Source: an optimization exercise on an open RTL-to-GDS flow (aim: small area, a short achievable clock period and few clock cycles). Production flows keep margins and buffers that such runs may drop. Where RTL was checked, it was by simulation tests only, not by an equivalence proof against the original. For runs 4 and 5, only the layout was checked, not whether the RTL still works. Power and IR drop assume default switching activity.

$ cat flow/design.v
module nrf_host_link (
    input  wire        clk,
    input  wire        rst,
    input  wire        in_valid,
    input  wire [7:0]  in_data,
    input  wire        in_last,
    output reg         in_ready,
    output reg         pay_valid,
    output wire [7:0]  pay_data,
    output wire        pay_last,
    input  wire        pay_ready,
    output reg         cmd_done,
    output reg  [6:0]  cfg_channel,
    output reg  [1:0]  cfg_speed,
    output reg  [39:0] cfg_tx,
    output reg  [39:0] cfg_rx,
    output reg  [3:0]  cfg_opt,       
    input  wire        rx_valid,
    input  wire [7:0]  rx_data,
    input  wire        rx_last,
    output reg         rx_ready,
    output reg         out_valid,
    output reg  [7:0]  out_data,
    output reg         out_last,
    input  wire        out_ready
);
    localparam CAPACITY  = 32;
    localparam CMD_IDENT = 8'h21;
    localparam CR        = 8'h0D;
    localparam LF        = 8'h0A;
    localparam [6:0]  DEFAULT_CHANNEL = 7'h4C;
    localparam [1:0]  DEFAULT_SPEED   = 2'd1;
    localparam [39:0] DEFAULT_TX      = 40'hE7E7E7E7E7;
    localparam [39:0] DEFAULT_RX      = 40'hC2C2C2C2C2;
    localparam [3:0]  DEFAULT_OPTIONS = 4'b1101;    
    function [3:0] hexval;
        input [7:0] c;
        begin
            hexval = 4'd0;
            if (c[7:4] == 4'h3) begin
                if (!c[3] || c[2:1] == 2'b00) hexval = c[3:0];
            end else if (c[7:4] == 4'h4 || c[7:4] == 4'h6) begin
                case (c[3:0])
                    4'h1: hexval = 4'hA;
                    4'h2: hexval = 4'hB;
                    4'h3: hexval = 4'hC;
                    4'h4: hexval = 4'hD;
                    4'h5: hexval = 4'hE;
                    4'h6: hexval = 4'hF;
                    default: hexval = 4'd0;
                endcase
            end
        end
    endfunction
    function is_le;
        input [7:0] c;
        is_le = (c == CR) || (c == LF);
    endfunction
    function is_pass;
        input [7:0] c;
        is_pass = (c >= 8'h20 && c <= 8'h7E) || is_le(c);
    endfunction
    function [7:0] hexch;
        input [3:0] n;
        case (n)
            4'hA: hexch = 8'h41;
            4'hB: hexch = 8'h42;
            4'hC: hexch = 8'h43;
            4'hD: hexch = 8'h44;
            4'hE: hexch = 8'h45;
            4'hF: hexch = 8'h46;
            default: hexch = {4'h3, n};
        endcase
    endfunction
    reg        iv;               
    reg  [7:0] id;
    reg        il, ile, i21;
    reg  [3:0] ihv;
    reg [7:0] qd0, qd1, qd2;
    reg       ql0, ql1, ql2;
    reg       v0, v1, v2;
    reg       topen;             
    assign pay_data = qd0;
    assign pay_last = ql0;
    wire in_fire = in_valid && in_ready;
    wire proc    = iv && !v2;    
    wire iv_n    = in_fire || (iv && v2);
    always @(posedge clk) begin
        if (in_fire) begin
            id  <= in_data;
            il  <= in_last;
            ile <= is_le(in_data);
            i21 <= (in_data == CMD_IDENT);
            ihv <= hexval(in_data);
        end
        if (rst) iv <= 1'b0;
        else     iv <= iv_n;
    end
    reg       first;             
    reg       cmd;               
    reg       lo;                
    reg [5:0] cnt;               
    reg       v_c, v_s, v_t, v_r, optact;
    wire strip = cfg_opt[0];
    wire hex   = cfg_opt[1];
    wire cmdx  = first ? i21 : cmd;
    wire room  = !cnt[5];
    reg       push, patch, lo_n;
    reg [7:0] pdata;
    always @(*) begin
        push  = 1'b0;
        patch = 1'b0;
        lo_n  = lo;
        pdata = id;
        if (!hex) begin
            push = !(strip && ile);
        end else if (!lo) begin
            if (ile) begin
                push = !strip;
            end else begin
                push  = 1'b1;
                pdata = {ihv, 4'd0};
                lo_n  = room;
            end
        end else begin
            lo_n = 1'b0;
            if (ile) push  = !strip;
            else     patch = 1'b1;
        end
        push = push && room;
    end
    wire d_fire  = proc && !cmdx;
    wire d_push  = d_fire && push;
    wire d_patch = d_fire && patch;
    wire d_close = d_fire && il;
    wire pop = pay_valid && pay_ready;
    wire a_w0 = d_push && !v0;
    wire a_w1 = d_push && v0 && !v1;
    wire a_w2 = d_push && v1;
    wire a_t0 = v0 && !v1;       
    wire a_t1 = v1 && !v2;
    wire a_t2 = v2;
    wire b_w0 = d_push && !v1;
    wire b_w1 = d_push && v1;
    wire b_t0 = v1 && !v2;
    wire b_t1 = v2;
    wire close_tail = d_close && !d_push && topen;
    reg [7:0] a_d0, a_d1, a_d2, b_d0, b_d1;
    reg       a_l0, a_l1, a_l2, b_l0, b_l1;
    always @(*) begin
        a_d0 = a_w0 ? pdata : qd0;
        a_d1 = a_w1 ? pdata : qd1;
        a_d2 = a_w2 ? pdata : qd2;
        a_l0 = a_w0 ? il : (ql0 || (close_tail && a_t0));
        a_l1 = a_w1 ? il : (ql1 || (close_tail && a_t1));
        a_l2 = a_w2 ? il : (ql2 || (close_tail && a_t2));
        if (d_patch && a_t0) a_d0[3:0] = ihv;
        if (d_patch && a_t1) a_d1[3:0] = ihv;
        if (d_patch && a_t2) a_d2[3:0] = ihv;
        b_d0 = b_w0 ? pdata : qd1;
        b_d1 = b_w1 ? pdata : qd2;
        b_l0 = b_w0 ? il : (ql1 || (close_tail && b_t0));
        b_l1 = b_w1 ? il : (ql2 || (close_tail && b_t1));
        if (d_patch && b_t0) b_d0[3:0] = ihv;
        if (d_patch && b_t1) b_d1[3:0] = ihv;
    end
    wire topen_n = d_push ? !il : (topen && !d_close);
    wire a_v0 = v0 || d_push;
    wire a_v1 = v1 || (d_push && v0);
    wire a_v2 = v2 || (d_push && v1);
    wire b_v0 = v1 || d_push;
    wire b_v1 = v2 || (d_push && v1);
    wire a_pv = a_v0 && (a_v1 || !topen_n);
    wire b_pv = b_v0 && (b_v1 || !topen_n);
    wire a_ir = !iv_n || !a_v2;
    always @(posedge clk) begin
        qd0 <= pop ? b_d0 : a_d0;
        qd1 <= pop ? b_d1 : a_d1;
        qd2 <= a_d2;
        ql0 <= pop ? b_l0 : a_l0;
        ql1 <= pop ? b_l1 : a_l1;
        ql2 <= a_l2;
        if (rst) begin
            v0        <= 1'b0;
            v1        <= 1'b0;
            v2        <= 1'b0;
            topen     <= 1'b0;
            pay_valid <= 1'b0;
            in_ready  <= 1'b1;
        end else begin
            v0        <= pop ? b_v0 : a_v0;
            v1        <= pop ? b_v1 : a_v1;
            v2        <= pop ? 1'b0 : a_v2;
            topen     <= topen_n;
            pay_valid <= pop ? b_pv : a_pv;
            in_ready  <= pop ? 1'b1 : a_ir;
        end
    end
    wire c_fire = proc && cmd;           
    wire c_verb = c_fire && (cnt == 6'd1);
    wire c_arg  = c_fire && room;
    integer k;
    always @(posedge clk) begin
        if (rst) begin
            first       <= 1'b1;
            lo          <= 1'b0;
            cnt         <= 6'd0;
            cmd_done    <= 1'b0;
            cfg_channel <= DEFAULT_CHANNEL;
            cfg_speed   <= DEFAULT_SPEED;
            cfg_tx      <= DEFAULT_TX;
            cfg_rx      <= DEFAULT_RX;
            cfg_opt     <= DEFAULT_OPTIONS;
        end else begin
            cmd_done <= proc && il && cmdx;
            if (proc) begin
                first <= il;
                if (il) begin
                    cnt <= 6'd0;
                    lo  <= 1'b0;
                end else begin
                    if (cmdx ? room : push)
                        cnt <= cnt + 6'd1;
                    if (!cmdx)
                        lo <= lo_n;
                end
            end
            if (c_verb) begin
                if (id == 8'h63) cfg_channel <= 7'd0;
                if (id == 8'h73) cfg_speed   <= 2'd0;
                if (id == 8'h74) cfg_tx      <= 40'd0;
                if (id == 8'h72) cfg_rx      <= 40'd0;
            end
            if (c_arg) begin
                if (v_c && cnt == 6'd2) cfg_channel[6:4] <= ihv[2:0];
                if (v_c && cnt == 6'd3) cfg_channel[3:0] <= ihv;
                if (v_s && cnt == 6'd2 && ihv != 4'd0) cfg_speed <= 2'd2;
                if (v_s && cnt == 6'd3 && !cfg_speed[1])
                    cfg_speed <= (ihv[3:1] != 3'd0) ? 2'd2 : ihv[1:0];
                for (k = 0; k < 5; k = k + 1) begin
                    if (cnt == 2 + 2 * k) begin
                        if (v_t) cfg_tx[8*k+4 +: 4] <= ihv;
                        if (v_r) cfg_rx[8*k+4 +: 4] <= ihv;
                    end
                    if (cnt == 3 + 2 * k) begin
                        if (v_t) cfg_tx[8*k +: 4] <= ihv;
                        if (v_r) cfg_rx[8*k +: 4] <= ihv;
                    end
                end
                if (optact && cnt >= 6'd2) begin
                    case (id)
                        8'h6C: cfg_opt[0] <= 1'b0;
                        8'h4C: cfg_opt[0] <= 1'b1;
                        8'h78: cfg_opt[1] <= 1'b0;
                        8'h58: cfg_opt[1] <= 1'b1;
                        8'h61: cfg_opt[2] <= 1'b0;
                        8'h41: cfg_opt[2] <= 1'b1;
                        8'h64: cfg_opt[3] <= 1'b0;
                        8'h44: cfg_opt[3] <= 1'b1;
                        default: ;
                    endcase
                end
            end
        end
    end
    always @(posedge clk) begin
        if (proc)
            cmd <= cmdx && !il;
        if (c_verb) begin
            v_c    <= (id == 8'h63);
            v_s    <= (id == 8'h73);
            v_t    <= (id == 8'h74);
            v_r    <= (id == 8'h72);
            optact <= (id == 8'h6F);
        end else if (c_arg && optact && cnt >= 6'd2) begin
            case (id)
                8'h6C, 8'h4C, 8'h78, 8'h58, 8'h61, 8'h41, 8'h64, 8'h44: ;
                default: optact <= 1'b0;
            endcase
        end
    end
    localparam W_EMPTY = 3'd0;
    localparam W_START = 3'd1;    
    localparam W_HI    = 3'd2;    
    localparam W_LO    = 3'd3;    
    localparam W_LF    = 3'd4;    
    reg       rv, rl, rpass;
    reg [7:0] rb;
    reg [2:0] ws;
    reg [7:0] wb;
    reg       wl, wpass;
    wire       w_src   = (ws != W_EMPTY);
    wire [7:0] sb      = w_src ? wb : rb;
    wire       sl      = w_src ? wl : rl;
    wire       spass   = w_src ? wpass : rpass;
    wire [2:0] ss      = w_src ? ws : (rv ? W_START : W_EMPTY);
    reg        g_v, g_l;
    reg  [7:0] g_d;
    reg  [2:0] g_rem;
    always @(*) begin
        g_v   = 1'b1;
        g_l   = 1'b0;
        g_d   = LF;
        g_rem = W_EMPTY;
        case (ss)
            W_START: begin
                g_d   = spass ? sb : 8'h5C;
                g_l   = spass && sl && (sb == LF);
                g_rem = !spass ? W_HI : (sl && sb != LF) ? W_LF : W_EMPTY;
            end
            W_HI: begin
                g_d   = hexch(sb[7:4]);
                g_rem = W_LO;
            end
            W_LO: begin
                g_d   = hexch(sb[3:0]);
                g_rem = sl ? W_LF : W_EMPTY;
            end
            W_LF: begin
                g_l   = 1'b1;
            end
            default: g_v = 1'b0;
        endcase
    end
    wire       rx_fire = rx_valid && rx_ready;
    wire       ofree   = !out_valid || out_ready;
    wire       rv_n    = rx_fire || (rv && w_src);
    always @(posedge clk) begin
        wb    <= sb;
        wl    <= sl;
        wpass <= spass;
        if (rx_fire) begin
            rb    <= rx_data;
            rl    <= rx_last;
            rpass <= is_pass(rx_data);
        end
        if (ofree) begin
            out_data <= g_d;
            out_last <= g_l;
        end
        if (rst) begin
            ws        <= W_EMPTY;
            rv        <= 1'b0;
            out_valid <= 1'b0;
            rx_ready  <= 1'b1;
        end else begin
            ws        <= ofree ? g_rem : ss;
            rv        <= rv_n;
            if (ofree)
                out_valid <= g_v;
            rx_ready  <= !rv_n || (ofree ? (g_rem == W_EMPTY) : (ss == W_EMPTY));
        end
    end
endmodule
$ cat flow/flow/run.sh
#!/bin/bash
set -euo pipefail
export BUFFER_PORTS_ARGS="-buffer_cell sky130_fd_sc_hd__buf_1"
export SETUP_SLACK_MARGIN=5.45
export CTS_ARGS="-sink_clustering_enable -repair_clock_nets -root_buf sky130_fd_sc_hd__clkbuf_16 -buf_list sky130_fd_sc_hd__clkbuf_8 -dont_use_dummy_load"
bash standard.sh > standard.log 2>&1
$ cat flow/standard.sh
#!/bin/bash
# synth_recipe.tcl (not shown) runs the flow's synth.tcl, then flattens the netlist and writes it again
# the make line also repeats each setting of config.mk as NAME=value (left out here)
make -C /OpenROAD-flow-scripts/flow DESIGN_CONFIG=/design/flow/config.mk WORK_HOME=/design/flow/orfs CLKGATE_MAP_FILE= SYNTH_SCRIPT=/design/flow/synth_recipe.tcl "${@:-finish}"
$ cat flow/config.mk
export PLATFORM = sky130hd
export DESIGN_NAME = nrf_host_link
export DESIGN_NICKNAME = nrf_host_link
export VERILOG_FILES = /design/flow/design.v
export SDC_FILE = /design/flow/constraint.sdc
export NUM_CORES = 4
export LEC_CHECK = 0
export CAP_MARGIN = 20
export CORE_MARGIN = 2
export CORE_UTILIZATION = 40
export SLEW_MARGIN = 20
$ cat flow/constraint.sdc
create_clock -name core_clock -period 8.0 [get_ports {clk}]
set_input_delay 1.6000 -clock core_clock [delete_from_list [all_inputs] [get_ports {clk}]]
set_output_delay 1.6000 -clock core_clock [all_outputs]
set_load 0.01 [all_outputs]
==> out/summary.log, run 1 <==
[outcome] result of the run timing/DRC/antenna clean
[power_and_ir_drop] proportion of power drawn by the clock network 0.283
[sta] Final min period 2.511 ns
[power_and_ir_drop] total power after layout 1.745 mW
[sta] max_slew headroom 0.5037
[hold_path] HP Class reg2reg
[synthesis] post-synth design cell area 8112 sq um
[worst_setup_path] endpoint of the worst-slack reg-to-reg timing path cfg_tx[23]
[power_and_ir_drop] cell-internal power 1.311 mW
[floorplan] area of the die 21,430 sq um
[worst_setup_path] setup slack of the most critical reg-to-reg path 5.57 ns
[synthesis] #FFs+latches synth 192
[floorplan] die outline width 146.4 um
[hold_path] number of cells on the worst hold path 2
[hold_path] destination of the worst hold path qd2[7]
[worst_setup_path] worst-path fanout max 2
[flow_run] number of violations of the max-capacitance limit 0
[synthesis] Post-Syn Area per Cell 10.05 sq um
[route] Routed WL per cell 16.96 um
[grt] combined global-route utilization of all metal layers 0.1889
[route] number of vias per cell 5.553
[power_and_ir_drop] sequential fraction of design power 0.621
[power_and_ir_drop] switching component of the power 0.4339 mW
[grt] number of global-route vias before repair 6,074
[power_and_ir_drop] VDD IR-drop max 0.08842 mV
[sta] Final Cycle Share 0.3139
[synthesis] ranking of synthesized cells by instance count dfxtp_1, nor2_1, nand2_1, edfxtp_1, a221o_1
[worst_setup_path] launching point of the worst reg2reg path cnt[1]
[clocking] buffer type at the clock tree root clkbuf_16
[worst_setup_path] startpoint kind of the worst setup timing path flip-flop
[worst_setup_path] kind of capture point of the worst setup path output pin
[route] DRC viols 0
[synthesis] synthesized instance count 807
[worst_setup_path] category of the critical setup timing path reg2out
[synthesis] most used flip-flop cell after synthesis dfxtp_1
[grt] maximum number of pins on one net before global-route repair 84
[worst_setup_path] family with the most delay on the worst path flip-flops
[power_and_ir_drop] Combinational Power Share 0.096
[finish] growth of design area from synthesis to finish 13.28%
[power_and_ir_drop] leakage power figure 3.187 nW
[route] Total Routed Length 20,260 um
[sta] worst-case clock skew 0.05036 ns
[worst_setup_path] required time reported for the critical path endpoint 6.40 ns
[clocking] TritonCTS buffer count 17
[route] total via count after detailed routing 6,636
[finish] final non-filler cell total 1,195
[sta] maximum clock rate 398.2 MHz
[floorplan] placement row count 52
[floorplan] number of ports placed on the die boundary 140
[power_and_ir_drop] power density over the cells 189.9 nW/um^2
[sta] Final Max Slew Viols 0
[sta] final hold violation count 0
[synthesis] ys async rst share 0
[synthesis] most area-consuming cells after synthesis dfxtp_1, edfxtp_1, a221o_1
[worst_setup_path] longest individual stage delay on the worst path 0.38 ns
[floorplan] Floorplan Core Area 20,040 sq um
[worst_setup_path] data arrival at the endpoint of the critical path 0.91 ns
[route] post-route ant nets 0
[sta] RSZ-0062 raised after global routing yes
[worst_setup_path] Bufs and invs on worst path 1
[clocking] insertion delay to the later sink of the worst-skew pair 0.40 ns
[clocking] maximum level of the CTS H-tree 4
[synthesis] number of warnings issued by yosys 1
[synthesis] cell with the most instances after synthesis dfxtp_1
[placement] placed cell count 1,176
[finish] nets 955
[route] first-iteration detailed-routing DRC count 405
[finish] Antenna diodes 0
[placement] number of port buffers 139
[grt] first-pass GRT wire length 32,450 um
[synthesis] Seq/Total Area, Yosys 0.5430
[clocking] Max Root-Sink Buffers 2
[placement] final estimated routing congestion in global placement 0.8365
[sta] final number of setup-violating endpoints 0
[hold_path] HP Start qd2[7]
[worst_setup_path] Slowest-stage cell, CP dfxtp_1
[clocking] CTS tree yes
[clocking] CTS Sinks 192
[floorplan] effective utilization at floorplan 0.4048
[finish] layout cells sized above 1 0.1103
[worst_setup_path] count of cells along the worst register-to-register path 7
[synthesis] count of cell types in the netlist 69
[synthesis] number of enable flip-flop cells after synthesis 56
[grt] total congestion overflow 0
[synthesis] dominant cell type by area after synthesis dfxtp_1
[clocking] number of buffers inserted by hold repair at cts 0
[clocking] clock-pin slew on the worst setup and hold paths 0.09 ns
[finish] number of filler cells placed in the layout 1,987
[synthesis] top cell type's share of synthesized area 0.3356
[worst_setup_path] crit-path cells buf_2
[sta] Worst Max-Slew Pin Slew 0.7444 ns
[floorplan] die span in y 146.4 um
[placement] DP HPWL 14,300 um
[synthesis] synthesized netlist net count 835
[sta] summed negative setup slack over all endpoints 0 ns
[power_and_ir_drop] switch share 0.2487
[grt] antenna violations before repair 0
[route] number of optimization iterations in the first detailed-route pass 5
-- flip-flops by register name (all words and copies together) (netlist names), 2 cells and up --
register / cells
cfg_rx: 40
cfg_tx: 40
id: 8
out_data: 8
qd0: 8
qd1: 8
qd2: 8
rb: 8
wb: 8
cfg_channel: 7
cnt: 6
cfg_opt: 4
ihv: 4
ws: 3
cfg_speed: 2
-- timing repair --
item	CTS	global route
buffers inserted	0	2
endpoints found under the setup margin	36	65
pin swaps	0	1
resized for setup	11	40
-- worst max path at each step --
| stage | start | to | slack (ns) | cells past startpoint |
|---|---|---|---|---|
| after global placement | rst | cfg_rx[36] | 4.81 | 4 |
| after global routing | rst | cfg_rx[32] | 5.42 | 5 |
| after CTS | cfg_rx[5] | cfg_rx[5] | 5.45 | 1 |
| after detailed placement | rst | cfg_tx[12] | 4.82 | 4 |
| after floorplan | pay_ready | qd0[0] | 5.40 | 5 |
| final | cfg_tx[2] | cfg_tx[2] | 5.49 | 1 |
-- layer usage --
| metal | global-route usage | vias to the layer above | wire length, um |
|---|---|---|---|
| met2 | 0.2894 | 198 | 9105 |
| met3 | 0.03156 | 26 | 989 |
| met1 | 0.2740 | 3147 | 9825 |
| li1 | - | 3265 | - |
| met4 | 0.05922 | 0 | 343 |
| met5 | 0 | - | 0 |
-- cells in the final DEF (no fill, tap or decap), types with 8 or more instances in the layout --
cell type,instances
edfxtp_1,56
o32ai_1,19
nor3_1,17
inv_1,32
nand4_1,10
dfxtp_1,129
clkbuf_2,27
mux2_2,13
nand2b_1,15
nand2_1,77
o21ai_0,31
a221o_1,46
o211ai_1,11
nor2_1,84
nand3b_1,8
buf_1,107
a32o_1,22
nand3_1,26
a21oi_1,40
clkbuf_8,17
-- area by class of cell --
| cell class | count | area [sq um] | share of cell area |
|---|---|---|---|
| inverters | 36 | 138.9 | 0.01511 |
| clock buffers | 17 | 245.2 | 0.02669 |
| repair buffers | 145 | 619.3 | 0.06740 |
| well taps | 270 | 337.8 | 0.03676 |
| flip-flops and latches | 192 | 4413 | 0.4803 |
| multi-input cells | 535 | 3435 | 0.3738 |
-- power groups by stage --
stage	Sequential, mW	Combinational [mW]	Clock (mW)
global route	1.09	0.187	0.546
global placement	1.10	0.164	0
finish	1.08	0.168	0.494
detailed placement	1.11	0.165	0
floorplan	1.10	0.116	0
CTS	1.08	0.167	0.512
-- through the flow --
step	hold WS, ns	setup WS, ns	area (sq um)	utilization
3_3_place_gp	0.4367	4.809	8838	0.4411
6_report	0.4607	5.489	9189	0.4585
4_1_cts	0.4664	5.454	9105	0.4544
3_5_place_dp	0.4494	4.815	8838	0.4411
2_1_floorplan	0.4247	5.400	8144	-
5_1_grt	0.4721	5.419	9189	0.4585
-- kinds of logic (layout without fill, tap and decap cells) --
logic type | after synthesis | after routing | synth area share
fa+ha+maj | 4 | 4 | 0.006170
xor+xnor | 2 | 2 | 0.002160
mux | 21 | 21 | 0.02838
compound gates | 205 | 205 | 0.1922
buf+inv | 80 | 198 | 0.03841
flops | 192 | 192 | 0.5430
simple gates | 303 | 303 | 0.1897
Testbench counts, summed over its fixed seeds: cycles 31,116.
==> run 2: changes to the inputs <==
--- a/flow/config.mk
+++ b/flow/config.mk
@@ -8,4 +8,4 @@
 export CAP_MARGIN = 20
 export CORE_MARGIN = 2
-export CORE_UTILIZATION = 40
+export CORE_UTILIZATION = 55
 export SLEW_MARGIN = 20
==> run 2 against run 1 <==
Effect of this change: register-to-register slack about the same; combinational power about the same; power decreased by 0.16%; fmax decreased by 0.34%; global-route usage increased by 6.2 points; cell count decreased by 6.9%; hold slack improved by 0.011 ns; critical path type unchanged; largest power group unchanged; highest routed layer unchanged.
==> out/summary.log, run 2 <==
[route] number of vias per cell 6.125 [was 5.553]
[finish] nets 959 [was 955]
[hold_path] HP Start qd2[5] [was qd2[7]]
[grt] grt met3 use 0.04664 [was 0.03156]
[floorplan] die span in y 125.4 um [was 146.4 um]
[finish] growth of design area from synthesis to finish 12.06% [was 13.28%]
[hold_path] number of cells on the worst hold path 2 [unchanged]
[grt] combined global-route utilization of all metal layers 0.2507 [was 0.1889]
[hold_path] HP Class reg2reg [unchanged]
[sta] Final min period 2.520 ns [was 2.511 ns]
[grt] routing usage on met2 0.3987 [was 0.2894]
[clocking] insertion delay to the later sink of the worst-skew pair 0.38 ns [was 0.40 ns]
[worst_setup_path] worst-path fanout max 2 [unchanged]
[grt] first-pass GRT wire length 32,020 um [was 32,450 um]
[synthesis] cell with the most instances after synthesis dfxtp_1 [unchanged]
[route] DRC viols 0 [unchanged]
[synthesis] most used flip-flop cell after synthesis dfxtp_1 [unchanged]
[flow_run] number of violations of the max-capacitance limit 0 [unchanged]
[floorplan] area of the die 15,740 sq um [was 21,430 sq um]
[power_and_ir_drop] leakage power figure 3.144 nW [was 3.187 nW]
[synthesis] synthesized-area fraction occupied by adder cells 0.006170 [unchanged]
[sta] final number of setup-violating endpoints 0 [unchanged]
[grt] routing layer with the top usage in global route met2 [unchanged]
[finish] most used cells in the layout excluding fill and tap cells dfxtp_1, buf_1, nor2_1 [unchanged]
[finish] Antenna diodes 0 [unchanged]
[synthesis] number of warnings issued by yosys 1 [unchanged]
[outcome] result of the run timing/DRC/antenna clean [unchanged]
[grt] number of global-route vias before repair 6,252 [was 6,074]
[worst_setup_path] longest individual stage delay on the worst path 0.37 ns [was 0.38 ns]
[clocking] maximum level of the CTS H-tree 4 [unchanged]
[synthesis] compound-gate portion of the synthesized area 0.1922 [unchanged]
[finish] most common cell after layout, fill and taps aside dfxtp_1 [unchanged]
[route] Routed WL per cell 18.25 um [was 16.96 um]
[worst_setup_path] crit-path cells buf_1 [was buf_2]
[sta] Final Cycle Share 0.3150 [was 0.3139]
[worst_setup_path] data arrival at the endpoint of the critical path 0.92 ns [was 0.91 ns]
[synthesis] ranking of synthesized cells by instance count dfxtp_1, nor2_1, nand2_1, edfxtp_1, a221o_1 [unchanged]
[synthesis] #FFs+latches synth 192 [unchanged]
[clocking] clock-pin slew on the worst setup and hold paths 0.09 ns [about the same]
[sta] final hold violation count 0 [unchanged]
[synthesis] number of enable flip-flop cells after synthesis 56 [unchanged]
[sta] worst-case clock skew 0.02964 ns [was 0.05036 ns]
[worst_setup_path] endpoint of the worst-slack reg-to-reg timing path cfg_tx[5] [was cfg_tx[23]]
[sta] max_slew headroom 0.5293 [was 0.5037]
[synthesis] top cell type's share of synthesized area 0.3356 [unchanged]
[worst_setup_path] startpoint kind of the worst setup timing path flip-flop [unchanged]
[sta] maximum clock rate 396.8 MHz [was 398.2 MHz]
[synthesis] synthesized instance count 807 [unchanged]
[placement] final estimated routing congestion in global placement 0.8693 [was 0.8365]
[grt] total congestion overflow 0 [unchanged]
[floorplan] die outline width 125.4 um [was 146.4 um]
[power_and_ir_drop] VDD IR-drop max 0.1062 mV [was 0.08842 mV]
[floorplan] number of ports placed on the die boundary 140 [unchanged]
[worst_setup_path] launching point of the worst reg2reg path cnt[1] [unchanged]
[grt] maximum number of pins on one net before global-route repair 53 [was 84]
[synthesis] dominant combinational cell family by area after synthesis compound AO/OA/AOI/OAI gates [unchanged]
[worst_setup_path] count of cells along the worst register-to-register path 7 [unchanged]
[grt] met1 Track Usage GR 0.3521 [was 0.2740]
[clocking] Max Root-Sink Buffers 2 [unchanged]
[floorplan] effective utilization at floorplan 0.5602 [was 0.4048]
[synthesis] synthesized netlist net count 835 [unchanged]
[route] Total Routed Length 20,310 um [was 20,260 um]
[route] post-route ant nets 0 [unchanged]
[worst_setup_path] setup slack of the most critical reg-to-reg path 5.57 ns [about the same]
[synthesis] post-synth design cell area 8112 sq um [unchanged]
[synthesis] area share of xor/xnor cells in the synthesized design 0.002159 [unchanged]
[synthesis] most area-consuming cells after synthesis dfxtp_1, edfxtp_1, a221o_1 [unchanged]
[placement] worst slack at placement 4.530 ns [was 4.815 ns]
[power_and_ir_drop] total power after layout 1.742 mW [was 1.745 mW]
[finish] layout cells sized above 1 0.09042 [was 0.1103]
[synthesis] ys async rst share 0 [unchanged]
[route] total via count after detailed routing 6,817 [was 6,636]
[placement] DP HPWL 14,460 um [was 14,300 um]
[worst_setup_path] Slowest-stage cell, CP dfxtp_1 [unchanged]
[route] first-iteration detailed-routing DRC count 663 [was 405]
[sta] Setup WS post-layout 5.480 ns [was 5.489 ns]
[clocking] TritonCTS buffer count 17 [unchanged]
[power_and_ir_drop] power density over the cells 191.7 nW/um^2 [was 189.9 nW/um^2]
[finish] largest registers cfg_rx: 40 flops, cfg_tx: 40 flops [unchanged]
[sta] Worst Max-Slew Pin Slew 0.7038 ns [was 0.7444 ns]
[worst_setup_path] required time reported for the critical path endpoint 6.40 ns [about the same]
[synthesis] Seq/Total Area, Yosys 0.5430 [unchanged]
[floorplan] placement row count 44 [was 52]
[clocking] CTS Sinks 192 [unchanged]
[worst_setup_path] category of the critical setup timing path reg2out [unchanged]
[floorplan] Floorplan Core Area 14,480 sq um [was 20,040 sq um]
[sta] summed negative setup slack over all endpoints 0 ns [unchanged]
[synthesis] dominant cell type by area after synthesis dfxtp_1 [unchanged]
[clocking] buffer type at the clock tree root clkbuf_16 [unchanged]
[synthesis] multiplexer fraction of the synthesized cell area 0.02838 [unchanged]
[sta] Final Max Slew Viols 0 [unchanged]
[worst_setup_path] kind of capture point of the worst setup path output pin [unchanged]
[hold_path] destination of the worst hold path qd2[5] [was qd2[7]]
[placement] number of port buffers 139 [unchanged]
[worst_setup_path] family with the most delay on the worst path flip-flops [unchanged]
[synthesis] count of cell types in the netlist 69 [unchanged]
[grt] antenna violations before repair 0 [unchanged]
[route] number of optimization iterations in the first detailed-route pass 6 [was 5]
[worst_setup_path] Bufs and invs on worst path 1 [unchanged]
[clocking] CTS tree yes [unchanged]
[synthesis] Synth Area in Simple Gates 0.1897 [unchanged]
[synthesis] Post-Syn Area per Cell 10.05 sq um [unchanged]
[sta] RSZ-0062 raised after global routing yes [unchanged]
==> run 2: logic make-up (layout without fill, tap and decap cells) <==
logic type,count (synthesis),in the layout
xor gates and xnor gates,2,2
and+or+nand+nor,303,304
adders and majority gates,4,4
muxes,21,21
DFF,192,192
buffers and inverters,80,201
AOI/OAI and AO/OA,205,205
==> run 2: through the flow <==
stage	hold slack, ns	util	cells	area (sq um)
finish	0.4719	0.6278	1113	9090
detailed placement	0.4511	0.6025	1089	8723
global placement	0.4349	0.6025	1089	8723
global route	0.4825	0.6278	1113	9090
floorplan	0.4247	-	807	8144
CTS	0.4714	0.6206	1106	8985
==> run 2: how the worst max path moves through the flow <==
stage                  to  cells past startpoint  startpoint
2_1_floorplan      qd0[0]                      5   pay_ready
3_3_place_gp   cfg_rx[36]                      4         rst
3_5_place_dp    cfg_tx[4]                      4         rst
4_1_cts         cfg_tx[4]                      4         rst
5_1_grt            qd1[3]                      5       first
6_report       cfg_rx[20]                      1  cfg_rx[20]
==> run 2: timing repair <==
| action | 4_1_cts | 5_1_grt |
|---|---|---|
| setup endpoints to repair | 104 | 78 |
| gates cloned | 0 | 1 |
| pin swaps | 0 | 3 |
| endpoints found under the hold margin | 0 | 0 |
| buffers inserted | 0 | 6 |
| hold buffers | 0 | 0 |
| resized for setup | 7 | 22 |
==> run 2: layout make-up <==
type,count,area (sq um)
clock buffers,17,245.2
flip-flops and latches,192,4408
fillers,1239,5389
inverters,36,142.6
repair buffers,148,614.3
well taps,184,230.2
multi-input cells,536,3450
==> run 2: layer usage <==
| metal | wire length [um] | vias up |
|---|---|---|
| met3 | 1009 | 22 |
| met5 | 0 | - |
| met4 | 285 | 0 |
| met2 | 9646 | 252 |
| met1 | 9368 | 3280 |
| li1 | - | 3263 |
==> run 2: worst register-to-register path, stage by stage (launching register included) <==
cell and delay [ns]:
dfxtp_2 0.36, inv_1 0.09, ha_1 0.15, or3b_4 0.41, or4_4 0.63, nor2_8 0.19
nor2_1 0.13, a221o_1 0.33
==> run 2: report_power, final <==
part           switching [mW]  internal (mW)  total (mW)
registers              0.0375           1.05        1.08
logic                   0.105         0.0635       0.168
clock network           0.288          0.202       0.490
total                   0.431           1.31        1.74
==> run 3: changes to the inputs <==
==> flow/flow/run.sh (replaced) <==
#!/bin/bash
set -euo pipefail
export BUFFER_PORTS_ARGS="-buffer_cell sky130_fd_sc_hd__buf_2"
export SETUP_SLACK_MARGIN=5.5
export CTS_ARGS="-sink_clustering_enable -repair_clock_nets -root_buf sky130_fd_sc_hd__clkbuf_16 -buf_list sky130_fd_sc_hd__clkbuf_8 -dont_use_dummy_load"
bash standard.sh > standard.log 2>&1
--- a/flow/config.mk
+++ b/flow/config.mk
@@ -8,4 +8,4 @@
 export CAP_MARGIN = 20
 export CORE_MARGIN = 2
-export CORE_UTILIZATION = 55
+export CORE_UTILIZATION = 40
 export SLEW_MARGIN = 20
==> run 3 against run 2 <==
Effect of this change: still clean; synthesized cell count unchanged; cell count increased by 8.0%; first-iteration DRC count shrank 31%; critical path depth unchanged; clock skew rose by 0.017 ns; utilization down 14 points; clock power increased by 2%; worst setup slack better by 0.0083 ns; cell area grew 6.9%; sequential share of layout area shrank 2.1 points; synthesized area did not move; largest cell class unchanged; highest routed layer unchanged.
==> out/summary.log, run 3 <==
[outcome] result of the run timing/DRC/antenna clean [unchanged]
[worst_setup_path] endpoint of the worst-slack reg-to-reg timing path cfg_tx[31] [was cfg_tx[5]]
[clocking] maximum level of the CTS H-tree 4 [unchanged]
[synthesis] Seq/Total Area, Yosys 0.5430 [unchanged]
[hold_path] HP Start qd2[4] [was qd2[5]]
[synthesis] cell with the most instances after synthesis dfxtp_1 [unchanged]
[grt] total congestion overflow 0 [unchanged]
[clocking] insertion delay to the later sink of the worst-skew pair 0.42 ns [was 0.38 ns]
[floorplan] die outline width 146.4 um [was 125.4 um]
[clocking] TritonCTS buffer count 17 [unchanged]
[grt] antenna violations before repair 0 [unchanged]
[synthesis] dominant cell type by area after synthesis dfxtp_1 [unchanged]
[synthesis] synthesized netlist net count 835 [unchanged]
[synthesis] ys async rst share 0 [unchanged]
[worst_setup_path] data arrival at the endpoint of the critical path 0.91 ns [was 0.92 ns]
[worst_setup_path] count of cells along the worst register-to-register path 7 [unchanged]
[worst_setup_path] Bufs and invs on worst path 1 [unchanged]
[worst_setup_path] kind of capture point of the worst setup path output pin [unchanged]
[finish] Antenna diodes 0 [unchanged]
[sta] final hold violation count 0 [unchanged]
[hold_path] HP Class reg2reg [unchanged]
[synthesis] post-synth design cell area 8112 sq um [unchanged]
[worst_setup_path] startpoint kind of the worst setup timing path flip-flop [unchanged]
[flow_run] number of violations of the max-capacitance limit 0 [unchanged]
[worst_setup_path] crit-path cells buf_2 [was buf_1]
[sta] maximum clock rate 398.2 MHz [was 396.8 MHz]
[sta] max_slew headroom 0.5019 [was 0.5293]
[placement] number of port buffers 139 [unchanged]
[grt] maximum number of pins on one net before global-route repair 38 [was 53]
[route] number of vias per cell 5.651 [was 6.125]
[worst_setup_path] launching point of the worst reg2reg path cnt[1] [unchanged]
[synthesis] count of cell types in the netlist 69 [unchanged]
[route] number of optimization iterations in the first detailed-route pass 5 [was 6]
[sta] summed negative setup slack over all endpoints 0 ns [unchanged]
[sta] Final Cycle Share 0.3139 [was 0.3150]
[synthesis] Post-Syn Area per Cell 10.05 sq um [unchanged]
[route] total via count after detailed routing 6,793 [was 6,817]
[floorplan] area of the die 21,430 sq um [was 15,740 sq um]
[route] first-iteration detailed-routing DRC count 459 [was 663]
[route] Total Routed Length 21,550 um [was 20,310 um]
[clocking] number of buffers inserted by hold repair at cts 0 [unchanged]
[finish] most common cell after layout, fill and taps aside buf_2 [was dfxtp_1]
[finish] largest registers cfg_rx: 40 flops, cfg_tx: 40 flops [unchanged]
[grt] first-pass GRT wire length 33,470 um [was 32,020 um]
[floorplan] effective utilization at floorplan 0.4048 [was 0.5602]
[power_and_ir_drop] VDD IR-drop max 0.1118 mV [was 0.1062 mV]
[floorplan] die span in y 146.4 um [was 125.4 um]
[synthesis] most area-consuming cells after synthesis dfxtp_1, edfxtp_1, a221o_1 [unchanged]
[floorplan] placement row count 52 [was 44]
[power_and_ir_drop] leakage power figure 3.591 nW [was 3.144 nW]
[synthesis] synthesized instance count 807 [unchanged]
[synthesis] number of enable flip-flop cells after synthesis 56 [unchanged]
[worst_setup_path] cell depth of the worst setup path 1 [unchanged]
[clocking] Max Root-Sink Buffers 2 [unchanged]
[route] DRC viols 0 [unchanged]
[sta] Worst Max-Slew Pin Slew 0.7471 ns [was 0.7038 ns]
[worst_setup_path] category of the critical setup timing path reg2out [unchanged]
[sta] Final Max Slew Viols 0 [unchanged]
[sta] final worst hold slack 0.4584 ns [was 0.4719 ns]
[synthesis] number of warnings issued by yosys 1 [unchanged]
[worst_setup_path] required time reported for the critical path endpoint 6.40 ns [about the same]
[worst_setup_path] longest individual stage delay on the worst path 0.39 ns [was 0.37 ns]
[finish] number of filler cells placed in the layout 1,969 [was 1,239]
[finish] final cell area excluding filler cells 9719 sq um [was 9090 sq um]
[floorplan] number of ports placed on the die boundary 140 [unchanged]
[synthesis] top cell type's share of synthesized area 0.3356 [unchanged]
[worst_setup_path] Slowest-stage cell, CP edfxtp_1 [was dfxtp_1]
[finish] most used cells in the layout excluding fill and tap cells buf_2, nor2_1, dfxtp_2 [was dfxtp_1, buf_1, nor2_1]
[hold_path] destination of the worst hold path qd2[4] [was qd2[5]]
[finish] growth of design area from synthesis to finish 19.82% [was 12.06%]
[synthesis] ranking of synthesized cells by instance count dfxtp_1, nor2_1, nand2_1, edfxtp_1, a221o_1 [unchanged]
[placement] Area after DPL 9025 sq um [was 8723 sq um]
[placement] final estimated routing congestion in global placement 0.8425 [was 0.8693]
[synthesis] most used flip-flop cell after synthesis dfxtp_1 [unchanged]
[clocking] CTS Sinks 192 [unchanged]
[hold_path] number of cells on the worst hold path 2 [unchanged]
[grt] combined global-route utilization of all metal layers 0.1970 [was 0.2507]
[clocking] buffer type at the clock tree root clkbuf_16 [unchanged]
[clocking] CTS tree yes [unchanged]
[route] post-route ant nets 0 [unchanged]
[worst_setup_path] worst-path fanout max 1 [was 2]
[synthesis] #FFs+latches synth 192 [unchanged]
[finish] layout cells sized above 1 0.3176 [was 0.09042]
[sta] final number of setup-violating endpoints 0 [unchanged]
[worst_setup_path] family with the most delay on the worst path flip-flops [unchanged]
[grt] number of global-route vias before repair 6,289 [was 6,252]
[sta] worst-case clock skew 0.04641 ns [was 0.02964 ns]
[finish] nets 962 [was 959]
[sta] Final min period 2.512 ns [was 2.520 ns]
[placement] DP HPWL 14,470 um [was 14,460 um]
[route] Routed WL per cell 17.93 um [was 18.25 um]
[power_and_ir_drop] power density over the cells 181.3 nW/um^2 [was 191.7 nW/um^2]
[sta] RSZ-0062 raised after global routing yes [unchanged]
[floorplan] Floorplan Core Area 20,040 sq um [was 14,480 sq um]
[worst_setup_path] setup slack of the most critical reg-to-reg path 5.59 ns [was 5.57 ns]
[clocking] clock-pin slew on the worst setup and hold paths 0.07 ns [was 0.09 ns]
-- run 3: cell counts after synthesis --
Identical to the previous run, type by type.
-- run 3: cells by family after synthesis --
group	count (synthesis)	synth area share
muxes	21	0.02838
adders and majority gates	4	0.006170
xor gates and xnor gates	2	0.002160
and+or+nand+nor	303	0.1897
AOI/OAI and AO/OA	205	0.1922
DFF	192	0.5430
buffers and inverters	80	0.03841
-- run 3: layout make-up --
type	count	area (sq um)	area share
flip-flops and latches	192	4513	0.4643
multi-input cells	536	3456	0.3556
repair buffers	151	1027	0.1057
inverters	36	140.1	0.01442
clock buffers	17	245.2	0.02523
well taps	270	337.8	0.03476
-- run 3: repair_timing --
| action | CTS | global route |
|---|---|---|
| hold endpoints to repair | 0 | 0 |
| cloned | 1 | 1 |
| buffers inserted | 2 | 4 |
| gates resized for setup | 57 | 79 |
| pin swaps | 0 | 2 |
| setup endpoints to repair | 113 | 167 |
-- run 3: worst max-delay path by stage --
| stage | start | end | slack (ns) |
|---|---|---|---|
| 6_report | qd0[3] | pay_data[3] | 5.49 |
| 5_1_grt | out_data[0] | out_data[0] | 5.44 |
| 4_1_cts | qd0[3] | pay_data[3] | 5.49 |
| 3_5_place_dp | rst | cfg_rx[8] | 4.37 |
| 3_3_place_gp | rst | cfg_rx[8] | 4.42 |
| 2_1_floorplan | pay_ready | qd1[1] | 5.40 |
-- run 3: layer usage --
layer  vias up  routed length, um  global-route usage
met1      3259              10170              0.2795
met4         0                510             0.08155
met3        29               1107             0.03531
met5         -                  0                   0
li1       3287                  -                   -
met2       218               9760              0.2979
-- run 3: power breakdown --
part | internal, mW | leakage (nW) | total, mW | switching, mW
sequential | 1.05 | 1.64 | 1.08 | 0.0371
combinational | 0.0731 | 1.83 | 0.180 | 0.106
clock | 0.202 | 0.127 | 0.500 | 0.299
total | 1.32 | 3.59 | 1.76 | 0.442
-- run 3: stage by stage --
stage                     setup WS [ns]    util  std cells  power (mW)
final                             5.488  0.4850       1202       1.763
after global routing              5.444  0.4850       1202       1.837
after CTS                         5.486  0.4727       1197       1.772
after detailed placement          4.369  0.4504       1177       1.277
after global placement            4.420  0.4504       1177       1.275
after floorplan                   5.405       -        807       1.215
==> run 4: changes to the inputs <==
--- a/flow/design.v
+++ b/flow/design.v
@@ -285,13 +285,13 @@
     localparam W_LO    = 3'd3;    
     localparam W_LF    = 3'd4;    
-    reg       rv, rl, rpass;
+    reg       rv, rl;
     reg [7:0] rb;
     reg [2:0] ws;
     reg [7:0] wb;
-    reg       wl, wpass;
+    reg       wl;
     wire       w_src   = (ws != W_EMPTY);
     wire [7:0] sb      = w_src ? wb : rb;
     wire       sl      = w_src ? wl : rl;
-    wire       spass   = w_src ? wpass : rpass;
+    wire       spass   = is_pass(sb);
     wire [2:0] ss      = w_src ? ws : (rv ? W_START : W_EMPTY);
     reg        g_v, g_l;
@@ -329,9 +329,7 @@
         wb    <= sb;
         wl    <= sl;
-        wpass <= spass;
         if (rx_fire) begin
             rb    <= rx_data;
             rl    <= rx_last;
-            rpass <= is_pass(rx_data);
         end
         if (ofree) begin
==> flow/flow/run.sh (replaced) <==
#!/bin/bash
set -euo pipefail
export BUFFER_PORTS_ARGS="-buffer_cell sky130_fd_sc_hd__buf_1"
export SETUP_SLACK_MARGIN=5.45
export CTS_ARGS="-sink_clustering_enable -repair_clock_nets -root_buf sky130_fd_sc_hd__clkbuf_16 -buf_list sky130_fd_sc_hd__clkbuf_8 -dont_use_dummy_load"
bash standard.sh > standard.log 2>&1
==> run 4 against run 3 <==
Effect of this change: worst setup slack worse by 0.046 ns; fmax fell by 1.8%; clock power decreased by 2%; utilization shrank 2.3 points; synthesized area grew 2.1%; still clean on timing, DRC and antenna; synthesized cell count grew 17%; clock skew down 0.0088 ns; cell area decreased by 3.6%; sequential power up 6%; via count rose by 5.7%; critical path depth unchanged.
==> out/summary.log, run 4 <==
[route] Routed WL per cell 16.50 um [was 17.93 um]
[clocking] buffer type at the clock tree root clkbuf_16 [unchanged]
[sta] maximum clock rate 391.0 MHz [was 398.2 MHz]
[worst_setup_path] category of the critical setup timing path reg2out [unchanged]
[power_and_ir_drop] Combinational Power Share 0.191 [was 0.102]
[placement] worst slack at placement 4.258 ns [was 4.369 ns]
[sta] final number of setup-violating endpoints 0 [unchanged]
[route] first-iteration detailed-routing DRC count 511 [was 459]
[floorplan] die span in y 147.9 um [was 146.4 um]
[grt] maximum number of pins on one net before global-route repair 72 [was 38]
[placement] number of port buffers 139 [unchanged]
[worst_setup_path] Bufs and invs on worst path 1 [unchanged]
[floorplan] placement row count 52 [unchanged]
[finish] Antenna diodes 0 [unchanged]
[synthesis] synthesized netlist net count 970 [was 835]
[finish] nets 1,080 [was 962]
[power_and_ir_drop] sequential fraction of design power 0.567 [was 0.614]
[sta] Final Cycle Share 0.3197 [was 0.3139]
[route] highest routing layer actually used met4 [unchanged]
[synthesis] dominant cell type by area after synthesis dfxtp_1 [unchanged]
[clocking] number of buffers inserted by hold repair at cts 0 [unchanged]
[clocking] TritonCTS buffer count 17 [unchanged]
[synthesis] cell with the most instances after synthesis nand2_1 [was dfxtp_1]
[sta] max_slew headroom 0.3863 [was 0.5019]
[finish] core utilization of the finished layout 0.4617 [was 0.4850]
[route] Total Routed Length 21,780 um [was 21,550 um]
[clocking] CTS tree yes [unchanged]
[clocking] Max Root-Sink Buffers 2 [unchanged]
[worst_setup_path] crit-path cells buf_1 [was buf_2]
[finish] layout cells sized above 1 0.09524 [was 0.3176]
[synthesis] #FFs+latches synth 190 [was 192]
[route] Met1 Routed Length 10,230 um [was 10,170 um]
[clocking] maximum level of the CTS H-tree 4 [unchanged]
[worst_setup_path] required time reported for the critical path endpoint 6.40 ns [about the same]
[clocking] CTS Sinks 190 [was 192]
[floorplan] number of ports placed on the die boundary 140 [unchanged]
[route] met3 wire length 1273 um [was 1107 um]
[worst_setup_path] startpoint kind of the worst setup timing path flip-flop [unchanged]
[power_and_ir_drop] proportion of power drawn by the clock network 0.243 [was 0.284]
[power_and_ir_drop] leakage power figure 3.410 nW [was 3.591 nW]
[floorplan] Floorplan Core Area 20,300 sq um [was 20,040 sq um]
[outcome] result of the run timing/DRC/antenna clean [unchanged]
[synthesis] synthesized instance count 942 [was 807]
[synthesis] count of cell types in the netlist 65 [was 69]
[synthesis] Post-Syn Area per Cell 8.793 sq um [was 10.05 sq um]
[route] DRC viols 0 [unchanged]
[synthesis] number of warnings issued by yosys 1 [unchanged]
[sta] Final min period 2.557 ns [was 2.512 ns]
[placement] final estimated routing congestion in global placement 0.8524 [was 0.8425]
[sta] summed negative setup slack over all endpoints 0 ns [unchanged]
[sta] final worst hold slack 0.4616 ns [was 0.4584 ns]
[flow_run] number of violations of the max-capacitance limit 0 [unchanged]
[grt] total congestion overflow 0 [unchanged]
[worst_setup_path] Slowest-stage cell, CP edfxtp_1 [unchanged]
[worst_setup_path] worst-path fanout max 1 [unchanged]
[sta] final hold violation count 0 [unchanged]
[worst_setup_path] kind of capture point of the worst setup path output pin [unchanged]
[worst_setup_path] family with the most delay on the worst path flip-flops [unchanged]
[clocking] number of post-CTS setup repair buffers 0 [was 2]
[clocking] insertion delay to the later sink of the worst-skew pair 0.39 ns [was 0.42 ns]
[route] number of vias per cell 5.439 [was 5.651]
[synthesis] most area-consuming cells after synthesis dfxtp_1, edfxtp_1, nand3_1 [was dfxtp_1, edfxtp_1, a221o_1]
[placement] DP HPWL 15,110 um [was 14,470 um]
[grt] combined global-route utilization of all metal layers 0.1977 [was 0.1970]
[power_and_ir_drop] VDD IR-drop max 0.1063 mV [was 0.1118 mV]
[route] number of optimization iterations in the first detailed-route pass 5 [unchanged]
[sta] Worst Max-Slew Pin Slew 0.9205 ns [was 0.7471 ns]
[synthesis] ranking of synthesized cells by instance count nand2_1, dfxtp_1, nand3_1, nor2_1, a21oi_1 [was dfxtp_1, nor2_1, nand2_1, edfxtp_1, a221o_1]
[finish] most used cells in the layout excluding fill and tap cells nand2_1, dfxtp_1, nand3_1 [was buf_2, nor2_1, dfxtp_2]
[finish] area taken by multi-input logic gates 3687 sq um [was 3456 sq um]
[route] total via count after detailed routing 7,179 [was 6,793]
[power_and_ir_drop] cell-internal power 1.425 mW [was 1.320 mW]
[synthesis] top cell type's share of synthesized area 0.3263 [was 0.3356]
[finish] sequential standard cell area 4365 sq um [was 4513 sq um]
[sta] Final Max Slew Viols 0 [unchanged]
[worst_setup_path] longest individual stage delay on the worst path 0.42 ns [was 0.39 ns]
[floorplan] area of the die 21,870 sq um [was 21,430 sq um]
[route] routed wire length on met2 9985 um [was 9760 um]
[synthesis] most used flip-flop cell after synthesis dfxtp_1 [unchanged]
[finish] growth of design area from synthesis to finish 13.16% [was 19.82%]
[synthesis] post-synth design cell area 8283 sq um [was 8112 sq um]
[power_and_ir_drop] power density over the cells 216.4 nW/um^2 [was 181.3 nW/um^2]
[synthesis] Seq/Total Area, Yosys 0.5257 [was 0.5430]
[synthesis] ys async rst share 0 [unchanged]
[power_and_ir_drop] total power after layout 2.028 mW [was 1.763 mW]
[route] post-route ant nets 0 [unchanged]
[finish] number of filler cells placed in the layout 2,051 [was 1,969]
[hold_path] HP Class reg2reg [unchanged]
[finish] most common cell after layout, fill and taps aside nand2_1 [was buf_2]
[power_and_ir_drop] switching component of the power 0.6028 mW [was 0.4421 mW]
[sta] Setup WS post-layout 5.443 ns [was 5.488 ns]
[grt] antenna violations before repair 0 [unchanged]
[clocking] clock-pin slew on the worst setup and hold paths 0.10 ns [was 0.07 ns]
[worst_setup_path] data arrival at the endpoint of the critical path 0.96 ns [was 0.91 ns]
[synthesis] number of enable flip-flop cells after synthesis 55 [was 56]
[floorplan] effective utilization at floorplan 0.4080 [was 0.4048]
[floorplan] die outline width 147.9 um [was 146.4 um]
[grt] first-pass GRT wire length 34,560 um [was 33,470 um]
[power_and_ir_drop] switch share 0.2972 [was 0.2508]
[grt] number of global-route vias before repair 6,606 [was 6,289]
[sta] worst-case clock skew 0.03766 ns [was 0.04641 ns]
[finish] largest registers cfg_rx: 40 flops, cfg_tx: 40 flops [unchanged]
[sta] RSZ-0062 raised after global routing yes [unchanged]
==> run 4: repair_timing <==
item | in CTS | in global routing
endpoints found under the setup margin | 65 | 54
gates resized for setup | 13 | 49
pin swaps | 0 | 1
gates cloned | 0 | 0
==> run 4: worst paths after layout <==
check | cells past startpoint | to | slack (ns) | start
worst min-delay path | 2 | cfg_rx[6] | 0.46 | cfg_rx[6]
worst max-delay path | 1 | pay_data[7] | 5.44 | qd0[7]
worst min register to register | 2 | cfg_rx[6] | 0.46 | cfg_rx[6]
worst max register to register | 6 | out_data[3] | 5.60 | ws[0]
==> run 4: layout make-up <==
cell class,instances,area share
clock buffers,17,0.02616
inverters,17,0.009612
multi-input cells,678,0.3934
flip-flops and latches,190,0.4658
well taps,270,0.03604
repair buffers,148,0.06902
==> run 4: routing by layer <==
layer | up-vias | track usage
met5 | - | 0
met4 | 0 | 0.05048
met3 | 22 | 0.04846
met2 | 204 | 0.3102
met1 | 3388 | 0.2751
li1 | 3565 | -
==> run 4: metrics by stage <==
step                      cells  cell area (sq um)
after floorplan             942               8314
after global placement     1303               8994
after detailed placement   1303               8994
after CTS                  1320               9284
after global routing       1320               9373
final                      1320               9373
==> run 4: logic make-up after synthesis <==
kind of cell | share of synthesized area
AO/OA/AOI/OAI | 0.1370
multiplexers | 0.02100
flip-flops | 0.5257
XOR/XNOR | 0.003173
other | 0.0004527
AND/OR/NAND/NOR | 0.2704
adder cells (fa/ha/maj) | 0.006043
buffers and inverters | 0.03625
==> run 4: power groups by stage <==
stage | clock network, mW | registers (mW) | logic, mW
CTS | 0.510 | 1.15 | 0.379
floorplan | 0 | 1.15 | 0.285
detailed placement | 0 | 1.17 | 0.374
global route | 0.547 | 1.16 | 0.431
global placement | 0 | 1.17 | 0.371
finish | 0.492 | 1.15 | 0.387
==> run 5: changes to the inputs <==
--- a/flow/design.v
+++ b/flow/design.v
@@ -75,6 +75,5 @@
     reg        iv;               
     reg  [7:0] id;
-    reg        il, ile, i21;
-    reg  [3:0] ihv;
+    reg        il;
     reg [7:0] qd0, qd1, qd2;
     reg       ql0, ql1, ql2;
@@ -90,7 +89,4 @@
             id  <= in_data;
             il  <= in_last;
-            ile <= is_le(in_data);
-            i21 <= (in_data == CMD_IDENT);
-            ihv <= hexval(in_data);
         end
         if (rst) iv <= 1'b0;
@@ -104,4 +100,7 @@
     wire strip = cfg_opt[0];
     wire hex   = cfg_opt[1];
+    wire       i21   = (id == CMD_IDENT);
+    wire       ile   = is_le(id);
+    wire [3:0] ihv   = hexval(id);
     wire cmdx  = first ? i21 : cmd;
     wire room  = !cnt[5];
@@ -197,4 +196,6 @@
         end
     end
+    reg rst_q;
+    always @(posedge clk) rst_q <= rst;
     wire c_fire = proc && cmd;           
     wire c_verb = c_fire && (cnt == 6'd1);
@@ -204,16 +205,13 @@
         if (rst) begin
             first       <= 1'b1;
+            cmd         <= 1'b0;
             lo          <= 1'b0;
             cnt         <= 6'd0;
             cmd_done    <= 1'b0;
-            cfg_channel <= DEFAULT_CHANNEL;
-            cfg_speed   <= DEFAULT_SPEED;
-            cfg_tx      <= DEFAULT_TX;
-            cfg_rx      <= DEFAULT_RX;
-            cfg_opt     <= DEFAULT_OPTIONS;
         end else begin
             cmd_done <= proc && il && cmdx;
             if (proc) begin
                 first <= il;
+                cmd   <= cmdx && !il;
                 if (il) begin
                     cnt <= 6'd0;
@@ -226,4 +224,28 @@
                 end
             end
+        end
+    end
+    always @(posedge clk) begin
+        if (c_verb) begin
+            v_c    <= (id == 8'h63);
+            v_s    <= (id == 8'h73);
+            v_t    <= (id == 8'h74);
+            v_r    <= (id == 8'h72);
+            optact <= (id == 8'h6F);
+        end else if (c_arg && optact && cnt >= 6'd2) begin
+            case (id)
+                8'h6C, 8'h4C, 8'h78, 8'h58, 8'h61, 8'h41, 8'h64, 8'h44: ;
+                default: optact <= 1'b0;
+            endcase
+        end
+    end
+    always @(posedge clk) begin
+        if (rst_q) begin
+            cfg_channel <= DEFAULT_CHANNEL;
+            cfg_speed   <= DEFAULT_SPEED;
+            cfg_tx      <= DEFAULT_TX;
+            cfg_rx      <= DEFAULT_RX;
+            cfg_opt     <= DEFAULT_OPTIONS;
+        end else begin
             if (c_verb) begin
                 if (id == 8'h63) cfg_channel <= 7'd0;
@@ -264,20 +286,4 @@
         end
     end
-    always @(posedge clk) begin
-        if (proc)
-            cmd <= cmdx && !il;
-        if (c_verb) begin
-            v_c    <= (id == 8'h63);
-            v_s    <= (id == 8'h73);
-            v_t    <= (id == 8'h74);
-            v_r    <= (id == 8'h72);
-            optact <= (id == 8'h6F);
-        end else if (c_arg && optact && cnt >= 6'd2) begin
-            case (id)
-                8'h6C, 8'h4C, 8'h78, 8'h58, 8'h61, 8'h41, 8'h64, 8'h44: ;
-                default: optact <= 1'b0;
-            endcase
-        end
-    end
     localparam W_EMPTY = 3'd0;
     localparam W_START = 3'd1;    
@@ -285,13 +291,13 @@
     localparam W_LO    = 3'd3;    
     localparam W_LF    = 3'd4;    
-    reg       rv, rl;
+    reg       rv, rl, rpass;
     reg [7:0] rb;
     reg [2:0] ws;
     reg [7:0] wb;
-    reg       wl;
+    reg       wl, wpass;
     wire       w_src   = (ws != W_EMPTY);
     wire [7:0] sb      = w_src ? wb : rb;
     wire       sl      = w_src ? wl : rl;
-    wire       spass   = is_pass(sb);
+    wire       spass   = w_src ? wpass : rpass;
     wire [2:0] ss      = w_src ? ws : (rv ? W_START : W_EMPTY);
     reg        g_v, g_l;
@@ -329,7 +335,9 @@
         wb    <= sb;
         wl    <= sl;
+        wpass <= spass;
         if (rx_fire) begin
             rb    <= rx_data;
             rl    <= rx_last;
+            rpass <= is_pass(rx_data);
         end
         if (ofree) begin
==> flow/flow/run.sh (replaced) <==
#!/bin/bash
set -euo pipefail
export BUFFER_PORTS_ARGS="-buffer_cell sky130_fd_sc_hd__buf_1"
export SETUP_SLACK_MARGIN=5.3
bash standard.sh > standard.log 2>&1
==> run 5 against run 4 <==
Effect of this change: still clean; non-clock buffer count increased by 33; clock skew fell by 0.024 ns; global-route usage up 0.14 points; wire length is essentially flat.
==> out/summary.log, run 5 <==
[outcome] result of the run timing/DRC/antenna clean [unchanged]
[finish] nets 992 [was 1,080]
[finish] most used cells in the layout excluding fill and tap cells buf_1, dfxtp_1, nor2_1 [was nand2_1, dfxtp_1, nand3_1]
[clocking] CTS tree yes [unchanged]
[route] total via count after detailed routing 6,911 [was 7,179]
[synthesis] count of cell types in the netlist 73 [was 65]
[floorplan] effective utilization at floorplan 0.4111 [was 0.4080]
[route] DRC viols 0 [unchanged]
[worst_setup_path] Bufs and invs on worst path 1 [unchanged]
[synthesis] most used flip-flop cell after synthesis dfxtp_1 [unchanged]
[power_and_ir_drop] power density over the cells 235.5 nW/um^2 [was 216.4 nW/um^2]
[power_and_ir_drop] leakage power figure 3.476 nW [was 3.410 nW]
[sta] Setup WS post-layout 5.244 ns [was 5.443 ns]
[placement] DP HPWL 14,440 um [was 15,110 um]
[synthesis] number of enable flip-flop cells after synthesis 49 [was 55]
[worst_setup_path] kind of capture point of the worst setup path flip-flop [was output pin]
[worst_setup_path] startpoint kind of the worst setup timing path primary input [was flip-flop]
[floorplan] number of ports placed on the die boundary 140 [unchanged]
[clocking] number of buffers inserted by hold repair at cts 0 [unchanged]
[clocking] CTS Sinks 187 [was 190]
[finish] core utilization of the finished layout 0.4978 [was 0.4617]
[sta] final number of setup-violating endpoints 0 [unchanged]
[synthesis] synthesized netlist net count 839 [was 970]
[clocking] buffer type at the clock tree root clkbuf_16 [unchanged]
[route] Total Routed Length 21,800 um [was 21,780 um]
[route] first-iteration detailed-routing DRC count 537 [was 511]
[synthesis] Post-Syn Area per Cell 9.963 sq um [was 8.793 sq um]
[sta] summed negative setup slack over all endpoints 0 ns [unchanged]
[sta] RSZ-0062 raised after global routing yes [unchanged]
[grt] combined global-route utilization of all metal layers 0.1990 [was 0.1977]
[finish] most common cell after layout, fill and taps aside buf_1 [was nand2_1]
[finish] growth of design area from synthesis to finish 21.09% [was 13.16%]
[clocking] TritonCTS buffer count 17 [unchanged]
[worst_setup_path] crit-path cells buf_1, nand2_1, a31oi_4, mux2_2 [was buf_1]
[route] Routed WL per cell 17.53 um [was 16.50 um]
[hold_path] HP Class reg2reg [unchanged]
[worst_setup_path] worst-path fanout max 15 [was 1]
[sta] Final Cycle Share 0.3445 [was 0.3197]
[synthesis] cell with the most instances after synthesis dfxtp_1 [was nand2_1]
[finish] number of filler cells placed in the layout 1,885 [was 2,051]
[clocking] Max Root-Sink Buffers 2 [unchanged]
[grt] first-pass GRT wire length 34,400 um [was 34,560 um]
[synthesis] most area-consuming cells after synthesis dfxtp_1, edfxtp_1, nor2_1 [was dfxtp_1, edfxtp_1, nand3_1]
[synthesis] synthesized instance count 811 [was 942]
[grt] antenna violations before repair 0 [unchanged]
[sta] worst-case clock skew 0.01363 ns [was 0.03766 ns]
[worst_setup_path] data arrival at the endpoint of the critical path 2.93 ns [was 0.96 ns]
[route] post-route ant nets 0 [unchanged]
[synthesis] top cell type's share of synthesized area 0.3419 [was 0.3263]
[finish] layout cells sized above 1 0.1351 [was 0.09524]
[synthesis] post-synth design cell area 8080 sq um [was 8283 sq um]
[placement] final estimated routing congestion in global placement 0.8168 [was 0.8524]
[worst_setup_path] category of the critical setup timing path in2reg [was reg2out]
[floorplan] placement row count 51 [was 52]
[floorplan] area of the die 21,350 sq um [was 21,870 sq um]
[grt] number of global-route vias before repair 6,468 [was 6,606]
[sta] final hold violation count 0 [unchanged]
[worst_setup_path] longest individual stage delay on the worst path 0.46 ns [was 0.42 ns]
[grt] maximum number of pins on one net before global-route repair 94 [was 72]
[route] number of vias per cell 5.560 [was 5.439]
[grt] total congestion overflow 0 [unchanged]
[synthesis] number of warnings issued by yosys 1 [unchanged]
[sta] Final min period 2.756 ns [was 2.557 ns]
[worst_setup_path] Slowest-stage cell, CP a31oi_4 [was edfxtp_1]
[synthesis] dominant cell type by area after synthesis dfxtp_1 [unchanged]
[floorplan] Floorplan Core Area 19,650 sq um [was 20,300 sq um]
[placement] number of port buffers 139 [unchanged]
[clocking] clock-pin slew on the worst setup and hold paths 0.07 ns [was 0.10 ns]
[synthesis] ys async rst share 0 [unchanged]
[floorplan] die span in y 146.1 um [was 147.9 um]
[worst_setup_path] required time reported for the critical path endpoint 8.17 ns [was 6.40 ns]
[synthesis] ranking of synthesized cells by instance count dfxtp_1, nor2_1, edfxtp_1, nand2_1, a221o_1 [was nand2_1, dfxtp_1, nand3_1, nor2_1, a21oi_1]
[floorplan] die outline width 146.1 um [was 147.9 um]
[power_and_ir_drop] VDD IR-drop max 0.1389 mV [was 0.1063 mV]
[clocking] maximum level of the CTS H-tree 4 [unchanged]
[finish] largest registers cfg_rx: 40 flops, cfg_tx: 40 flops [unchanged]
[sta] Worst Max-Slew Pin Slew 0.9434 ns [was 0.9205 ns]
[clocking] insertion delay to the later sink of the worst-skew pair 0.43 ns [was 0.39 ns]
[sta] final worst hold slack 0.4844 ns [was 0.4616 ns]
[synthesis] #FFs+latches synth 187 [was 190]
[sta] max_slew headroom 0.3710 [was 0.3863]
[route] number of optimization iterations in the first detailed-route pass 6 [was 5]
[placement] worst slack at placement 4.825 ns [was 4.258 ns]
[synthesis] Seq/Total Area, Yosys 0.5240 [was 0.5257]
[flow_run] number of violations of the max-capacitance limit 0 [unchanged]
[sta] maximum clock rate 362.8 MHz [was 391.0 MHz]
[worst_setup_path] family with the most delay on the worst path compound AO/OA/AOI/OAI gates [was flip-flops]
[sta] Final Max Slew Viols 0 [unchanged]
-- run 5: changes by cell type after synthesis, sizes merged, moves of 5 or more --
cell,delta
o211ai,-13
or3b,+5
a221o,+32
nand3,-96
mux2,+15
clkbuf,-11
nor2,+40
nor4,-5
a311o,+6
nand2,-104
a22oi,+18
a21oi,-51
edfxtp,-6
a31oi,+14
-- run 5: cells by family after synthesis --
group | synth area share
AOI/OAI and AO/OA | 0.1982
adders and majority gates | 0.006194
xor gates and xnor gates | 0.004336
buffers and inverters | 0.03345
and+or+nand+nor | 0.1902
muxes | 0.04367
DFF | 0.5240
-- run 5: path summary, 6_finish.rpt --
check	from	to	slack, ns	cells after the start
max	pay_ready	qd1[4]	5.24	4
min	qd2[0]	qd2[0]	0.48	2
max reg2reg	id[2]	qd1[4]	5.33	6
min reg2reg	qd2[0]	qd2[0]	0.48	2
-- run 5: what timing repair did --
item	CTS	global route
pin swaps	2	4
setup buffers	18	16
setup endpoints to repair	45	118
gates cloned	0	1
resized for setup	9	23
-- run 5: per-stage QoR --
stage	total power [mW]	cells	cell area (sq um)
final	2.305	1243	9784
after CTS	2.313	1225	9578
after global placement	1.462	1175	8796
after global routing	2.403	1242	9782
after detailed placement	1.461	1175	8796
after floorplan	1.371	811	8082
-- run 5: final cells by class --
| class | instances | area [sq um] | share of cell area |
|---|---|---|---|
| Timing Repair Buffer | 181 | 838.3 | 0.08568 |
| Multi-Input combinational cell | 559 | 3720 | 0.3802 |
| Antenna cell | 1 | 2.502 | 0.0002558 |
| Clock buffer | 19 | 454.2 | 0.04642 |
| Clock inverter | 13 | 133.9 | 0.01368 |
| Tap cell | 265 | 331.6 | 0.03389 |
| Sequential cell | 187 | 4237 | 0.4330 |
| Inverter | 18 | 67.56 | 0.006905 |
-- run 5: report_power, final --
| part | switching (mW) | total [mW] | internal (mW) |
|---|---|---|---|
| logic | 0.202 | 0.341 | 0.138 |
| clock network | 0.385 | 0.842 | 0.457 |
| registers | 0.0557 | 1.12 | 1.07 |
| total | 0.643 | 2.30 | 1.66 |
-- run 5: worst reg2reg max path: cells and delay by family (launching register included) --
family,cells,cell delay [ns]
buf+inv,1,0.16
simple gates,1,0.39
mux,2,0.58
flops,1,0.46
compound gates,2,0.82
-- run 5: metal layers --
metal  GRT usage  wire length, um
met4     0.06214              348
met2      0.3198            10270
met3     0.04375             1304
met5           0                0
met1      0.2691             9868

[port drivers added, routing unchanged]
How much do the figures lean on ideal ports? The routed layouts below were timed once more, with nothing changed but the port constraints.
Step 1 (the two cells are an assumption about what drives the block):
set clk [get_ports {clk}]
set_driving_cell -lib_cell sky130_fd_sc_hd__clkbuf_16 $clk
set_driving_cell -lib_cell sky130_fd_sc_hd__buf_2 [delete_from_list [all_inputs] $clk]
Step 2 times the ports against the registers' clock, not the clock port: input delays grow and output delays shrink by t, the midpoint of the rising clock arrivals with the driver on.
Slacks: ideal ports / drivers / drivers and shift; pairs: ideal ports / drivers.
run | shift t [ns] | setup slack, ns | hold WS [ns] | latest minus earliest clock arrival (ns) | pins driven straight from the clock port
run 1 | 0.422 | 5.489 / 5.444 / 5.101 | 0.461 / 0.461 / 0.461 | 0.050 / 0.050 | 1
run 2 | 0.411 | 5.480 / 5.436 / 5.095 | 0.472 / 0.472 / 0.472 | 0.030 / 0.029 | 1
run 3 | 0.434 | 5.488 / 5.441 / 5.098 | 0.458 / 0.458 / 0.458 | 0.062 / 0.062 | 1
run 4 | 0.418 | 5.443 / 5.394 / 5.163 | 0.462 / 0.462 / 0.462 | 0.038 / 0.038 | 1
run 5 | 0.470 | 5.244 / 5.255 / 4.785 | 0.484 / 0.484 / 0.484 | 0.016 / 0.016 | 1
After both steps setup and hold are still met in every run listed. For run 5, which loses most, drivers alone change the setup slack by +0.011 ns; drivers and shift together by -0.459 ns.
